This is an optimization exercise on Yosys and OpenROAD, whose aim is small area, not a production implementation. The RTL was checked by simulation tests, not by an equivalence proof against the original design. The clock input has no modelled driver; a real chip could not lean on it and would need a root buffer or a full tree. Power and IR drop assume default switching activity.

Setup of maple:
==> flow/design.v (excerpt) <==
module vtcore (
    input  wire        clk,
    input  wire        rst,           
    input  wire        cmd_valid,
    input  wire [31:0] cmd_data,
    output wire        cmd_ready,
    input  wire [15:0] io_base,
    output wire        port_wr,
    output wire [15:0] port_addr,
    output wire [31:0] port_wdata,
    input  wire        port_fail,
    output wire [15:0] pc,
    output wire [2:0]  fault_code,
    output wire [15:0] fault_pc,
    output wire [31:0] fault_cmd
);
clock: 5.0 ns
lec_check: 0
abc_area: 1
cap_margin: 20
core_margin: 2
core_utilization: 40
place_density: 0.6
slew_margin: 20
standard.sh (not shown) runs the stock make flow with config.mk's settings and CLKGATE_MAP_FILE= SYNTH_SCRIPT=/design/flow/synth_recipe.tcl, a recipe that flattens the netlist after the stock synthesis.
==> flow/flow/run.sh <==
#!/bin/bash
# Standard ORFS layout with smaller port buffers and a clock tree without dummy loads.
set -euo pipefail
bash standard.sh finish \
  "BUFFER_PORTS_ARGS=-buffer_cell sky130_fd_sc_hd__buf_1" \
  "CTS_ARGS=-sink_clustering_enable -repair_clock_nets -dont_use_dummy_load -buf_list {sky130_fd_sc_hd__clkbuf_4 sky130_fd_sc_hd__clkbuf_8}" \
  > flow_make.log 2>&1
Modified inputs, delta compared to maple
==> flow/run.sh (new file) <==
#!/bin/bash
# synth_recipe.tcl (not shown) runs the flow's synth.tcl, then flattens the netlist and writes it again
# the make line also repeats each setting of config.mk as NAME=value (left out here)
make -C /OpenROAD-flow-scripts/flow DESIGN_CONFIG=/design/flow/config.mk WORK_HOME=/design/flow/orfs CLKGATE_MAP_FILE= SYNTH_SCRIPT=/design/flow/synth_recipe.tcl finish
removed: flow/flow/run.sh
removed: flow/standard.sh
### Flow results
Between delta and maple, share of final-layout standard cells stronger than drive strength 1 is higher for delta, maple comes in under that. Compared with maple, in delta register-to-register setup slack saw a decrease, via count saw little to no change, final-report setup violation count saw little to no change, final cell utilization of the core saw an increase. For the filler cell count, delta came in 66 lower than maple did. Taking maple as the reference point, the total power of delta rises by about 14%. Number of placed instances, taps included of maple is on par with delta. Taking maple as the reference, in delta peak clock frequency supported by timing down 10%; largest driver fanout on the critical path essentially unchanged; via count of the first global-routing pass now larger.

vtcore, a different RTL version from the one above (not shown whole).
For scale: roughly 170 I/O pins, about 0.0044 mm² of cells after synthesis.
clock: 5.0 ns
lec_check: 0
abc_area: 1
cap_margin: 20
core_margin: 2
core_utilization: 40
place_density: 0.6
slew_margin: 20
==> flow/flow/run.sh <==
#!/bin/bash
# ORFS layout (the standard.sh) with these changes:
#  - synthesis maps logic with an area-oriented ABC script (flow/abc_area.script);
#    everything else in the synthesis scripts is ORFS's own, so registers are unchanged
#  - port buffers use sky130_fd_sc_hd__buf_1
#  - one tie cell per constant instead of one per constant pin
#  - the clock tree is one level of four buf_8, each driving the registers of
#    one quarter of the design (flow/manual_cts.tcl), in place of TritonCTS
# Each tool's output goes to the logs ORFS writes under orfs/logs, and make's
# output to synth_make.log and flow_make.log here.
set -euo pipefail
here=$(pwd)
rm -rf "$here/orfs_scripts"
cp -r "$FLOW_HOME/scripts" "$here/orfs_scripts"
cp "$here/flow/abc_area.script" "$here/orfs_scripts/abc_area.script"
sed -i "s|^log_cmd clock_tree_synthesis .*|source $here/flow/manual_cts.tcl|" "$here/orfs_scripts/cts.tcl"
grep -q "manual_cts.tcl" "$here/orfs_scripts/cts.tcl"
bash standard.sh synth "SCRIPTS_DIR=$here/orfs_scripts" > synth_make.log 2>&1
bash standard.sh finish \
  "SCRIPTS_DIR=$here/orfs_scripts" \
  "SKIP_REPAIR_TIE_FANOUT=1" \
  "GPL_TIMING_DRIVEN=1" \
  "BUFFER_PORTS_ARGS=-buffer_cell sky130_fd_sc_hd__buf_1" \
  > flow_make.log 2>&1
==> flow/flow/manual_cts.tcl <==
# Clock tree built by hand: the clock port drives NLEAF leaf buffers, each
# driving the clock pins of the registers nearest to it (clusters of equal size,
# split by x then y), placed at the cluster's centre.
set nleaf_x 2
set nleaf_y 2
set leaf_master sky130_fd_sc_hd__buf_8
set block [ord::get_db_block]
set db [ord::get_db]
set clknet [$block findNet clk]
set master [$db findMaster $leaf_master]
set sinks {}
foreach it [$clknet getITerms] {
  set inst [$it getInst]
  set bb [$inst getBBox]
  lappend sinks [list $it [expr {([$bb xMin] + [$bb xMax]) / 2}] [expr {([$bb yMin] + [$bb yMax]) / 2}]]
}
set n [llength $sinks]
set sx [lsort -integer -index 1 $sinks]
set per_col [expr {int(ceil(double($n) / $nleaf_x))}]
set k 0
for {set cx 0} {$cx < $nleaf_x} {incr cx} {
  set col [lrange $sx [expr {$cx * $per_col}] [expr {($cx + 1) * $per_col - 1}]]
  set col [lsort -integer -index 2 $col]
  set m [llength $col]
  set per_cell [expr {int(ceil(double($m) / $nleaf_y))}]
  for {set cy 0} {$cy < $nleaf_y} {incr cy} {
    set grp [lrange $col [expr {$cy * $per_cell}] [expr {($cy + 1) * $per_cell - 1}]]
    if {[llength $grp] == 0} { continue }
    set sumx 0; set sumy 0
    foreach s $grp { incr sumx [lindex $s 1]; incr sumy [lindex $s 2] }
    set x [expr {$sumx / [llength $grp]}]
    set y [expr {$sumy / [llength $grp]}]
    set buf [odb::dbInst_create $block $master "clkleaf_$k"]
    set net [odb::dbNet_create $block "clknet_leaf_$k"]
    $net setSigType CLOCK
    [$buf findITerm A] connect $clknet
    [$buf findITerm X] connect $net
    foreach s $grp {
      set it [lindex $s 0]
      $it disconnect
      $it connect $net
    }
    $buf setLocation $x $y
    $buf setPlacementStatus PLACED
    puts "clock leaf $k: [llength $grp] sinks at ($x, $y)"
    incr k
  }
}
set_propagated_clock [all_clocks]
Other scripts of this flow, unchanged in this note and not shown: flow/flow/abc_area.script
The first run passed the timing, design-rule and antenna checks.
Next try:
--- a/flow/flow/run.sh
+++ b/flow/flow/run.sh
@@ -6,3 +6,4 @@
 #  - one tie cell per constant instead of one per constant pin
-#  - the clock tree is one level of four buf_8, each driving the registers of
+#  - placement is not timing driven; synthesis buffers are removed before it
+#  - the clock tree is one level of four buf_12, each driving the registers of
 #    one quarter of the design (flow/manual_cts.tcl), in place of TritonCTS
@@ -21,3 +22,4 @@
   "SKIP_REPAIR_TIE_FANOUT=1" \
-  "GPL_TIMING_DRIVEN=1" \
+  "GPL_TIMING_DRIVEN=0" \
+  "PRE_GLOBAL_PLACE_TCL=$here/flow/pre_gpl.tcl" \
   "BUFFER_PORTS_ARGS=-buffer_cell sky130_fd_sc_hd__buf_1" \
--- a/flow/flow/manual_cts.tcl
+++ b/flow/flow/manual_cts.tcl
@@ -5,3 +5,3 @@
 set nleaf_y 2
-set leaf_master sky130_fd_sc_hd__buf_8
+set leaf_master sky130_fd_sc_hd__buf_12
 set block [ord::get_db_block]
==> flow/flow/pre_gpl.tcl (new file) <==
# Remove the buffers synthesis inserted (as timing-driven placement would) before
# port buffering, since placement here is not timing driven.
remove_buffers
What happened: Sequential share of layout area barely changes. Core utilization barely changes. Power rose by 2.6%. Hold slack gets better by 4.8 ps. Synthesized area is unchanged. Via count rose by 0.30%. Design area barely changes. First-iteration DRC count rose by 6.0%. Routed wire length fell by 2.8%.
Next try:
--- a/flow/config.mk
+++ b/flow/config.mk
@@ -8,3 +8,3 @@
 export ABC_AREA = 1
-export CAP_MARGIN = 20
+export CAP_MARGIN = 0
 export CORE_MARGIN = 2
@@ -12,2 +12,2 @@
 export PLACE_DENSITY = 0.6
-export SLEW_MARGIN = 20
+export SLEW_MARGIN = 0
Critical path depth does not change.
Cell area climbs by 0.83%.
Total power stays flat.
Next try:
--- a/flow/flow/run.sh
+++ b/flow/flow/run.sh
@@ -7,3 +7,3 @@
 #  - placement is not timing driven; synthesis buffers are removed before it
-#  - the clock tree is one level of four buf_12, each driving the registers of
+#  - the clock tree is one level of four buf_8, each driving the registers of
 #    one quarter of the design (flow/manual_cts.tcl), in place of TritonCTS
--- a/flow/flow/manual_cts.tcl
+++ b/flow/flow/manual_cts.tcl
@@ -5,3 +5,3 @@
 set nleaf_y 2
-set leaf_master sky130_fd_sc_hd__buf_12
+set leaf_master sky130_fd_sc_hd__buf_8
 set block [ord::get_db_block]
--- a/flow/config.mk
+++ b/flow/config.mk
@@ -8,6 +8,6 @@
 export ABC_AREA = 1
-export CAP_MARGIN = 0
+export CAP_MARGIN = 20
 export CORE_MARGIN = 2
-export CORE_UTILIZATION = 40
-export PLACE_DENSITY = 0.6
-export SLEW_MARGIN = 0
+export CORE_UTILIZATION = 50
+export PLACE_DENSITY = 0.7
+export SLEW_MARGIN = 20
After rerunning: Wire length shrinks by a few percent. Cell count shrinks by a few percent. Combinational power shrinks slightly. Sequential power stays flat. Die area shrinks by about a fifth. Area after synthesis stays the same.
No run of this note takes its clock network from TritonCTS; it comes from the design's own scripts or RTL.

[static timing again, ports no longer ideal]
The flow's constraints put no driver on any port. The routed layouts listed below were extracted and timed again, unchanged, in two steps. Step 1 sets driving cells, clkbuf_16 on the clock port and buf_2 on the other inputs (assumed; they add their load-dependent delay and slew). Step 2 moves the port delays by t, midway between the first and last clock arrival at a register: inputs arrive t later, outputs are due t later. That takes back most of the time a late clock gives input paths. a / b / c = no drivers / after step 1 / after step 2; a / b = the first two.
| run | t, ns | slack for setup (ns) | worst setup path at the end |
|---|---|---|---|
| maple | 0.414 | 1.137 / 1.099 / 1.513 | register to output |
| delta | 0.382 | 0.709 / 0.668 / 0.996 | input to output |
| the first run of note 2 | 0.211 | 0.525 / 0.525 / 0.525 | register to register |
| the second run of note 2 | 0.202 | 0.400 / 0.400 / 0.400 | register to register |
| the third run of note 2 | 0.201 | 0.411 / 0.410 / 0.410 | register to register |
| the fourth run of note 2 | 0.210 | 0.359 / 0.359 / 0.359 | register to register |
After both steps every run listed still meets setup and hold. For the third run of note 2, which loses most, drivers alone change the setup slack by -0.001 ns; drivers and shift together by -0.001 ns.
